Context: an optimization exercise on an open-source flow, tuned for small area, a short achievable clock period and few clock cycles. The choices shown serve that exercise and are no tape-out recipe. In this exercise RTL edits were held to simulation tests only and were not proved equivalent to the original. No activity file was given, so power comes from the tool's default toggle rates.

the baseline:
==> flow/design.v (excerpt) <==
module twb_flash_engine (
    input  wire        clk,
    input  wire        rst,
    input  wire        cmd_valid,
    output wire        cmd_ready,
    input  wire        cmd_verify,       
    input  wire [15:0] cmd_length,       
    input  wire [15:0] cmd_start_page,
    input  wire [7:0]  cmd_page_size,    
    input  wire        buf_valid,
    output wire        buf_ready,
    input  wire [7:0]  buf_data,
    output wire        tx_valid,
    input  wire        tx_ready,
    output wire [7:0]  tx_data,
    output wire        tx_last,
    input  wire        ack_valid,
    output wire        ack_ready,
    input  wire        ack_ok,
    input  wire        rx_valid,
    output wire        rx_ready,
    input  wire [7:0]  rx_data,
    output reg         rsp_valid,
    output reg  [2:0]  rsp_status,
    output wire [15:0] rsp_page
);
    reg        st_idle, st_hdr, st_data, st_ack, st_read, st_fin;
    reg        verify;
    reg [7:0]  ps;
    reg [15:0] rem;          
    reg [7:0]  cnt;          
    reg [15:0] idx;          
    reg [15:0] addr;         
    reg [15:0] crc;          
    reg        mul;
    reg [7:0]  o_data;
    reg        o_valid, o_last;
    reg [7:0]  s_data;
    reg        s_valid;
    reg        tx_valid_q, buf_ready_q, rx_ready_q;
    wire [3:0] step  = crc[3:0];
    wire [1:0] h     = crc[5:4];
    wire       acarry = crc[8];
    reg        busy;         
    assign cmd_ready = ~busy;
    assign ack_ready = st_ack;
    assign tx_valid  = tx_valid_q;
  ...
Size: about 99 I/O pins, about 7000 sq um of cells after synthesis.
==> flow/config.mk <==
export PLATFORM = sky130hd
export DESIGN_NAME = twb_flash_engine
export DESIGN_NICKNAME = twb_flash_engine
export VERILOG_FILES = /design/flow/design.v
export SDC_FILE = /design/flow/constraint.sdc
export NUM_CORES = 4
export LEC_CHECK = 0
export CAP_MARGIN = 20
export CORE_MARGIN = 2
export CORE_UTILIZATION = 40
export SLEW_MARGIN = 20
==> flow/constraint.sdc <==
create_clock -name core_clock -period 11.0 [get_ports {clk}]
set_input_delay 2.2000 -clock core_clock [delete_from_list [all_inputs] [get_ports {clk}]]
set_output_delay 2.2000 -clock core_clock [all_outputs]
set_load 0.01 [all_outputs]
standard.sh (not shown) runs the stock make flow with config.mk's settings and CLKGATE_MAP_FILE= SYNTH_SCRIPT=/design/flow/synth_recipe.tcl, a recipe that flattens the netlist after the stock synthesis.
==> flow/flow/run.sh <==
#!/bin/bash
# Standard ORFS layout with small port buffers and a lighter clock tree.
set -euo pipefail
export BUFFER_PORTS_ARGS="-buffer_cell sky130_fd_sc_hd__buf_1"
export CTS_ARGS="-sink_clustering_enable -repair_clock_nets -dont_use_dummy_load -buf_list {sky130_fd_sc_hd__clkbuf_4 sky130_fd_sc_hd__clkbuf_8} -sink_clustering_size 24 -sink_clustering_max_diameter 80"
export SETUP_SLACK_MARGIN=7.4
bash standard.sh > standard.log 2>&1
The baseline finished every stage and its layout cleared the timing, design-rule and antenna checks.
Testbench counts of the baseline, summed over its fixed seeds: cycles 62,558.
#### Input delta (the candidate over the baseline)
--- a/flow/flow/run.sh
+++ b/flow/flow/run.sh
@@ -6 +6 @@
-export SETUP_SLACK_MARGIN=7.4
+export SETUP_SLACK_MARGIN=7.2
Findings:
Looking only at clock network power share, and setting everything else aside, the higher value of the baseline and the candidate goes to the candidate.
Switching power of the nets across the baseline and the candidate: no real change.
Going from the baseline to the candidate, the final-layout fill cell count was found to have gone down by 3.2%.
The candidate — all-layer global routing usage 0.35 points higher, the baseline as reference
Against the baseline, the candidate reports a period utilization that is higher.
On first-pass GRT wire length, the baseline beats the candidate.
Cmp the baseline and the candidate / final core utilization / higher: the baseline
Non-clock buffer count sits lower in the candidate than in the baseline.
In the candidate, the critical path depth in cells came out 1 below the value in the baseline.
[compare] base=the baseline new=the candidate: power now sits at about the same level; total number of H-tree levels now sits at about the same level.


job 3705:
twb_flash_engine, a different RTL version from the one above (not shown whole).
Size: about 720 cells after synthesis, about 110 flip-flops, roughly 99 I/O pins, about 6800 um^2 of cells after synthesis.
export LEC_CHECK = 0
export CAP_MARGIN = 20
export CORE_MARGIN = 2
export CORE_UTILIZATION = 40
export SLEW_MARGIN = 20
create_clock -name core_clock -period 11.0 [get_ports {clk}]
==> flow/flow/run.sh <==
#!/bin/bash
# Standard ORFS layout with small port buffers and a lighter clock tree.
set -euo pipefail
export BUFFER_PORTS_ARGS="-buffer_cell sky130_fd_sc_hd__buf_1"
export CTS_ARGS="-sink_clustering_enable -repair_clock_nets -dont_use_dummy_load -buf_list {sky130_fd_sc_hd__clkbuf_4 sky130_fd_sc_hd__clkbuf_8} -sink_clustering_size 24 -sink_clustering_max_diameter 80"
export SETUP_SLACK_MARGIN=7.4
bash standard.sh > standard.log 2>&1
Testbench counts of job 3705, summed over its fixed seeds: cycles 62,430.
[inputs] job 1527 vs job 3705
Settings: TNS_END_PERCENT now 5, previously not set.
--- a/flow/flow/run.sh
+++ b/flow/flow/run.sh
@@ -4,4 +4,4 @@
 export BUFFER_PORTS_ARGS="-buffer_cell sky130_fd_sc_hd__buf_1"
 export CTS_ARGS="-sink_clustering_enable -repair_clock_nets -dont_use_dummy_load -buf_list {sky130_fd_sc_hd__clkbuf_4 sky130_fd_sc_hd__clkbuf_8} -sink_clustering_size 24 -sink_clustering_max_diameter 80"
-export SETUP_SLACK_MARGIN=7.4
+export SETUP_SLACK_MARGIN=7.6
 bash standard.sh > standard.log 2>&1
Results
- From job 1527 to job 3705, total global routing overflow did not move at all.
- ~same required time of the critical path in job 1527 and job 3705
- As of job 1527, overall power after layout had risen slightly compared to job 3705.
- The worst max-slew margin expressed relative to the limit of job 1527 was inferior to that of job 3705.
The following lists how job 6363 was set up differently from job 1527:
--- a/flow/flow/run.sh
+++ b/flow/flow/run.sh
@@ -4,4 +4,4 @@
 export BUFFER_PORTS_ARGS="-buffer_cell sky130_fd_sc_hd__buf_1"
 export CTS_ARGS="-sink_clustering_enable -repair_clock_nets -dont_use_dummy_load -buf_list {sky130_fd_sc_hd__clkbuf_4 sky130_fd_sc_hd__clkbuf_8} -sink_clustering_size 24 -sink_clustering_max_diameter 80"
-export SETUP_SLACK_MARGIN=7.6
+export SETUP_SLACK_MARGIN=8.0
 bash standard.sh > standard.log 2>&1
- Areal power density over the cells went down by a few percent going from job 1527 to job 6363.
- met3 track demand over resource up 0.53 points in job 6363 wrt job 1527
- Compared with job 1527, in job 6363 post-route clock period utilization moved down; cell depth of the worst hold path level.
- Against job 1527 as the reference, job 6363 delivers a higher routed wire length.
- On worst hold slack, job 6363 does worse than job 1527.
- | total buffers and inverters traversed by the critical path | job 6363 vs job 1527 | 1 lower |
- Status: area taken by flip-flops and latches parity (job 1527, job 6363)
- [compare] base=job 1527 new=job 6363: number of global-route vias before repair now sits lower; area added between synthesis and finish grew by 4.4 points; largest net degree at the start of global routing fell 19%.
For job 1005, these inputs were changed with respect to job 6363:
Settings: TNS_END_PERCENT no longer set, was 5.
--- a/flow/flow/run.sh
+++ b/flow/flow/run.sh
@@ -4,4 +4,4 @@
 export BUFFER_PORTS_ARGS="-buffer_cell sky130_fd_sc_hd__buf_1"
 export CTS_ARGS="-sink_clustering_enable -repair_clock_nets -dont_use_dummy_load -buf_list {sky130_fd_sc_hd__clkbuf_4 sky130_fd_sc_hd__clkbuf_8} -sink_clustering_size 24 -sink_clustering_max_diameter 80"
-export SETUP_SLACK_MARGIN=8.0
+export SETUP_SLACK_MARGIN=7.6
 bash standard.sh > standard.log 2>&1
==> comparison <==
Compared to job 6363, job 1005 has aggregate routed wire length about 3.5% lower.
Job 1005 vs job 6363, initial antenna violation count went up by 1.
The global-route met1 utilization reported for job 1005 is smaller than that of job 6363 by 1.7 points.
Any difference in met2 usage between job 6363 and job 1005 is small enough to ignore.
Relative to job 6363, the non-clock buffer count of job 1005 is lower by 6.
Job 6363 has higher worst setup slack than job 1005.
The final layout from job 1005, which completed every stage, passed the timing, design-rule and antenna checks at the end of the flow.
Count of endpoints failing setup in the final report came out exactly the same in job 1005 and job 6363.
Final cell area: job 1005 below job 6363
Area of placed instances is lower on job 6363

[afterwards: timing with drivers on the ports]
No port has a modelled driver above. Below, the same layouts with a new extraction and two added sets of constraints. Step 1 sets driving cells, clkbuf_16 on the clock port and buf_2 on the other inputs (assumed; they add their load-dependent delay and slew). Step 2, shift: input delay + t, output delay - t, t = (earliest + latest rising clock arrival at the registers) / 2. This alone moves slack from input paths to output paths. Three values: ideal, step 1, step 2; two values: the first two.
| run | shift t [ns] | setup slack, ns | hold WS [ns] | worst register clock-pin slew, ns | worst data-port slew with drivers (ns) |
|---|---|---|---|---|---|
| the baseline | 0.474 | 7.450 / 7.466 / 6.993 | 0.531 / 0.531 / 0.531 | 0.07 / 0.07 | 0.04 |
| the candidate | 0.468 | 7.267 / 7.280 / 6.812 | 0.547 / 0.547 / 0.547 | 0.08 / 0.08 | 0.04 |
| job 3705 | 0.479 | 7.478 / 7.496 / 7.017 | 0.557 / 0.557 / 0.557 | 0.07 / 0.07 | 0.06 |
| job 1527 | 0.461 | 7.424 / 7.422 / 6.961 | 0.573 / 0.573 / 0.573 | 0.07 / 0.07 | 0.05 |
| job 6363 | 0.480 | 7.518 / 7.506 / 7.026 | 0.560 / 0.560 / 0.560 | 0.08 / 0.08 | 0.06 |
| job 1005 | 0.476 | 7.508 / 7.494 / 7.019 | 0.552 / 0.552 / 0.552 | 0.08 / 0.08 | 0.06 |
After both steps every run listed still meets setup and hold. For job 6363, which loses most, drivers alone change the setup slack by -0.012 ns; drivers and shift together by -0.492 ns.
